Source: an optimization exercise on an open RTL-to-GDS flow (aim: small area, a short achievable clock period and few clock cycles per item). Production flows keep margins and buffers that such runs may drop.
The RTL was checked by simulation tests, not by an equivalence proof against the original design.
Power and IR drop assume default switching activity.

==> flow/design.v <==
module blink_quantizer (
    input  wire        clk,
    input  wire        rst,
    input  wire        req_valid,
    output wire        req_ready,
    input  wire [63:0] req_on_ms,
    input  wire [63:0] req_off_ms,
    output wire        resp_valid,
    output wire [1:0]  resp_path,
    output wire [6:0]  resp_num_steps,
    output wire [7:0]  resp_on_code,
    output wire [63:0] resp_on_ms,
    output wire [63:0] resp_off_ms
);
    reg         v0, hi0;
    reg  [63:0] xr, yr;
    reg         w_busy;
    reg         stall;
    wire        w_busy_nx;
    wire        hi_in  = |req_on_ms[63:15] | |req_off_ms[63:15];
    wire        v0_nx  = ~rst & (stall ? v0 : req_valid);
    wire        hi0_nx = stall ? hi0 : hi_in;
    assign req_ready = ~stall;
    always @(posedge clk) begin
        v0    <= v0_nx;
        stall <= v0_nx & hi0_nx & w_busy_nx;
        if (~stall) begin
            hi0 <= hi_in;
            xr  <= req_on_ms;
            yr  <= req_off_ms;
        end
    end
    wire on_z   = ~|xr;
    wire off_z  = ~|yr;
    wire p1     = off_z & ~on_z;
    wire p2     = on_z & ~off_z;
    wire gen    = ~(p1 | p2);
    wire [15:0] xn, yn, xt, yt;
    genvar g;
    generate
        for (g = 0; g < 16; g = g + 1) begin : NB
            assign xn[g] = |xr[4*g+3:4*g];
            assign yn[g] = |yr[4*g+3:4*g];
            assign xt[g] = |xn[15:g];
            assign yt[g] = |yn[15:g];
        end
    endgenerate
    wire x_big  = |(xn[15:2] & ~yt[13:0]);
    wire y_big  = |(yn[15:2] & ~xt[13:0]);
    wire sat    = hi0 & gen & (x_big | y_big);         
    wire mid    = hi0 & gen & ~x_big & ~y_big;         
    wire go     = v0 & ~stall;                         
    wire w_ld   = go & hi0;                            
    wire [15:0] s_lo = {1'b0, xr[14:0]} + {1'b0, yr[14:0]};
    reg  [15:0] s_in;
    reg  [14:0] r_in;
    always @(*) begin
        if (hi0 & gen)          s_in = 16'h8000;       
        else if (on_z & off_z)  s_in = 16'd1000;
        else                    s_in = s_lo;
        if (on_z & off_z)       r_in = 15'd500;
        else if (hi0)           r_in = {15{x_big}};    
        else                    r_in = xr[14:0];
        if (hi0 & y_big)        r_in[0] = 1'b1;
    end
    localparam [3:0] HOLD_OUT = 4'd10;    
    reg         w_div;
    reg  [3:0]  w_cnt;
    reg  [65:0] w_r;                      
    reg  [64:0] w_s;
    reg  [7:0]  w_q;
    reg         og1, og2;                 
    reg         w_p1;
    wire        w_neg = w_r[65];
    wire [65:0] w_t   = {w_r[64:0], 1'b0} + ({1'b0, w_s} ^ {66{~w_neg}}) + {65'd0, ~w_neg};
    assign w_busy_nx = ~rst & ((w_ld & (mid | ~gen)) |
                               (w_busy & ~(w_div ? (w_cnt == 4'd8) : (w_cnt == HOLD_OUT))));
    always @(posedge clk) begin
        w_busy <= w_busy_nx;
        if (rst) begin
            og1    <= 1'b0;
            og2    <= 1'b0;
        end else begin
            og1 <= w_busy & ~w_div & (w_cnt == HOLD_OUT - 4'd1) & w_p1;
            og2 <= w_busy & ~w_div & (w_cnt == HOLD_OUT - 4'd1) & ~w_p1;
        end
        if (w_ld) begin
            w_div <= mid;
            w_cnt <= 4'd0;
            w_r   <= {2'b00, xr};
            w_s   <= {1'b0, xr} + {1'b0, yr};
            w_p1  <= off_z;
        end else begin
            w_cnt <= w_cnt + 4'd1;
            w_r   <= w_t;
            w_q   <= {w_q[6:0], ~w_t[65]};
        end
    end
    genvar i;
    generate
        for (i = 0; i <= 8; i = i + 1) begin : P
            wire        v_c;
            wire [1:0]  pa_c;
            wire [15:0] s_c, r_c;
            wire [7:0]  q_c;
            reg         v_r;
            reg  [1:0]  pa_r;
            reg  [15:0] s_r, r_r;
            reg  [7:0]  q_r;
            if (i == 0) begin : A
                assign v_c  = go;
                assign pa_c = mid ? 2'd0 : {~p1, ~p2};
                assign s_c  = s_in;
                assign r_c  = {1'b0, r_in};
                assign q_c  = 8'd0;
            end else begin : R
                wire [16:0] t  = {P[i-1].r_r, 1'b0} - {1'b0, P[i-1].s_r};
                wire        qb = ~t[16];
                assign v_c  = P[i-1].v_r;
                assign pa_c = P[i-1].pa_r;
                assign s_c  = P[i-1].s_r;
                assign r_c  = qb ? t[15:0] : {P[i-1].r_r[14:0], 1'b0};
                assign q_c  = {P[i-1].q_r[6:0], qb};
            end
            always @(posedge clk) begin
                if (rst) v_r <= 1'b0;
                else     v_r <= v_c;
                pa_r <= pa_c;
                s_r  <= s_c;
                r_r  <= r_c;
                q_r  <= q_c;
            end
        end
    endgenerate
    reg  [7:0]  m_c;
    wire [15:0] s7  = P[7].s_r;
    wire [15:0] s_m = s7 - 16'd129;
    always @(*) begin
        if (s7 <= 16'd256)        m_c = 8'd3;
        else if (s7 > 16'd16256)  m_c = 8'd128;
        else                      m_c = {1'b0, s_m[13:7]} + 8'd3;
    end
    reg  [7:0]  m8;
    always @(posedge clk) m8 <= m_c;
    wire        ph   = ~|P[8].pa_r;
    wire [1:0]  pa8  = ph ? 2'd3 : P[8].pa_r;
    wire [7:0]  q8   = ph ? w_q : P[8].q_r;
    wire        gen8 = &pa8;
    reg         mv;
    reg  [1:0]  mpa;
    reg  [7:0]  mm, mq;                   
    reg  [11:0] pl, pu;
    always @(posedge clk) begin
        if (rst) mv <= 1'b0;
        else     mv <= P[8].v_r;
        mpa <= pa8;
        {mm, mq} <= gen8 ? {m8, q8} : {1'b0, P[8].s_r[14:0]};
        pl  <= m8 * q8[3:0];
        pu  <= m8 * q8[7:4];
    end
    wire        mgen = &mpa;
    wire [15:0] prod = {4'd0, pl} + {pu, 4'd0};
    wire [16:0] offx = {1'b0, mm, 8'd0} + {1'b0, ~{4'd0, pl}} + {1'b0, ~{pu, 4'd0}} + 17'd3;
    reg         ov;
    reg  [1:0]  opa;
    reg  [6:0]  ost;
    reg  [7:0]  oq;
    reg  [14:0] oon, ooff;
    always @(posedge clk) begin
        if (rst) ov <= 1'b0;
        else     ov <= mv;
        opa  <= mpa;
        ost  <= mgen ? mm[6:0] - 7'd2 : 7'd0;
        oq   <= mgen ? mq : 8'd0;
        oon  <= mgen ? prod[15:1] : (mpa == 2'd1 ? {mm[6:0], mq} : 15'd0);
        ooff <= mgen ? offx[15:1] : (mpa == 2'd2 ? {mm[6:0], mq} : 15'd0);
    end
    assign resp_valid     = ov;
    assign resp_path      = opa;
    assign resp_num_steps = ost;
    assign resp_on_code   = oq;
    assign resp_on_ms     = {w_s[63:15] & {49{og1}}, oon};
    assign resp_off_ms    = {w_s[63:15] & {49{og2}}, ooff};
endmodule
Settings: LEC_CHECK=0, CAP_MARGIN=20, CORE_MARGIN=2, CORE_UTILIZATION=40, SLEW_MARGIN=20; clock period 12.0 ns.
run.sh (not shown) runs the stock make flow with config.mk's settings and CLKGATE_MAP_FILE= SYNTH_SCRIPT=/design/flow/synth_recipe.tcl, a recipe that flattens the netlist after the stock synthesis.
Testbench counts at the start, summed over its fixed seeds: cycles 3,571, items 3,200.
Rerun with:
--- a/flow/design.v
+++ b/flow/design.v
@@ -12,44 +12,30 @@
     output wire [63:0] resp_on_ms,
     output wire [63:0] resp_off_ms
 );
     reg         v0, hi0;
     reg  [63:0] xr, yr;
     reg         w_busy;
-    reg         stall;
-    wire        w_busy_nx;
-    wire        hi_in  = |req_on_ms[63:15] | |req_off_ms[63:15];
-    wire        v0_nx  = ~rst & (stall ? v0 : req_valid);
-    wire        hi0_nx = stall ? hi0 : hi_in;
+    wire stall = v0 & hi0 & w_busy;    
     assign req_ready = ~stall;
     always @(posedge clk) begin
-        v0    <= v0_nx;
-        stall <= v0_nx & hi0_nx & w_busy_nx;
+        if (rst)         v0 <= 1'b0;
+        else if (~stall) v0 <= req_valid;
         if (~stall) begin
-            hi0 <= hi_in;
+            hi0 <= |req_on_ms[63:15] | |req_off_ms[63:15];
             xr  <= req_on_ms;
             yr  <= req_off_ms;
         end
     end
     wire on_z   = ~|xr;
     wire off_z  = ~|yr;
     wire p1     = off_z & ~on_z;
     wire p2     = on_z & ~off_z;
     wire gen    = ~(p1 | p2);
-    wire [15:0] xn, yn, xt, yt;
-    genvar g;
-    generate
-        for (g = 0; g < 16; g = g + 1) begin : NB
-            assign xn[g] = |xr[4*g+3:4*g];
-            assign yn[g] = |yr[4*g+3:4*g];
-            assign xt[g] = |xn[15:g];
-            assign yt[g] = |yn[15:g];
-        end
-    endgenerate
-    wire x_big  = |(xn[15:2] & ~yt[13:0]);
-    wire y_big  = |(yn[15:2] & ~xt[13:0]);
+    wire x_big  = ~|yr[63:56] && (xr[63:8] >= yr[55:0]);
+    wire y_big  = ~|xr[63:56] && (yr[63:8] >= xr[55:0]);
     wire sat    = hi0 & gen & (x_big | y_big);         
     wire mid    = hi0 & gen & ~x_big & ~y_big;         
     wire go     = v0 & ~stall;                         
     wire w_ld   = go & hi0;                            
     wire [15:0] s_lo = {1'b0, xr[14:0]} + {1'b0, yr[14:0]};
     reg  [15:0] s_in;
@@ -70,20 +56,22 @@
     reg  [64:0] w_s;
     reg  [7:0]  w_q;
     reg         og1, og2;                 
     reg         w_p1;
     wire        w_neg = w_r[65];
     wire [65:0] w_t   = {w_r[64:0], 1'b0} + ({1'b0, w_s} ^ {66{~w_neg}}) + {65'd0, ~w_neg};
-    assign w_busy_nx = ~rst & ((w_ld & (mid | ~gen)) |
-                               (w_busy & ~(w_div ? (w_cnt == 4'd8) : (w_cnt == HOLD_OUT))));
     always @(posedge clk) begin
-        w_busy <= w_busy_nx;
         if (rst) begin
+            w_busy <= 1'b0;
             og1    <= 1'b0;
             og2    <= 1'b0;
         end else begin
+            if (w_ld & (mid | ~gen))
+                w_busy <= 1'b1;
+            else if (w_div ? (w_cnt == 4'd8) : (w_cnt == HOLD_OUT))
+                w_busy <= 1'b0;
             og1 <= w_busy & ~w_div & (w_cnt == HOLD_OUT - 4'd1) & w_p1;
             og2 <= w_busy & ~w_div & (w_cnt == HOLD_OUT - 4'd1) & ~w_p1;
         end
         if (w_ld) begin
             w_div <= mid;
             w_cnt <= 4'd0;
What happened:
- design area came out higher by about 6%
- utilization drops by 0.74 points
- global-route usage went up by 1.0 points
- power hardly moves
- sequential power goes up by about 2%
- synthesized area increases by 7.5%
- hold slack loses 5.5 ps
- fmax went down by 11%
- sequential share of layout area is lower by 2.1 points
- sequential cell count fell by 1
- critical path depth went down by 11
- routed wire length increases by 14%
- via count went up by about 9%
Testbench counts after the change, summed over its fixed seeds: cycles 3,548, items 3,200.

[afterwards: timing with drivers on the ports]
The flow's constraints put no driver on any port. The routed layouts listed below were extracted and timed again, unchanged, in two steps.
Step 1, drivers: a clkbuf_16 drives clk and a buf_2 each remaining input, both assumed.
Step 2 moves the port delays by t, midway between the first and last clock arrival at a register: inputs arrive t later, outputs are due t later. That takes back most of the time a late clock gives input paths.
Three values: no drivers, after step 1, after step 2; two values: the first two.
| run | shift t [ns] | slack for setup (ns) | worst data-port slew with drivers (ns) |
|---|---|---|---|
| the first run | 0.700 | 7.255 / 7.255 / 7.255 | 0.11 |
| the second run | 0.700 | 6.693 / 6.628 / 7.007 | 0.06 |
After both steps every run listed still meets setup and hold.
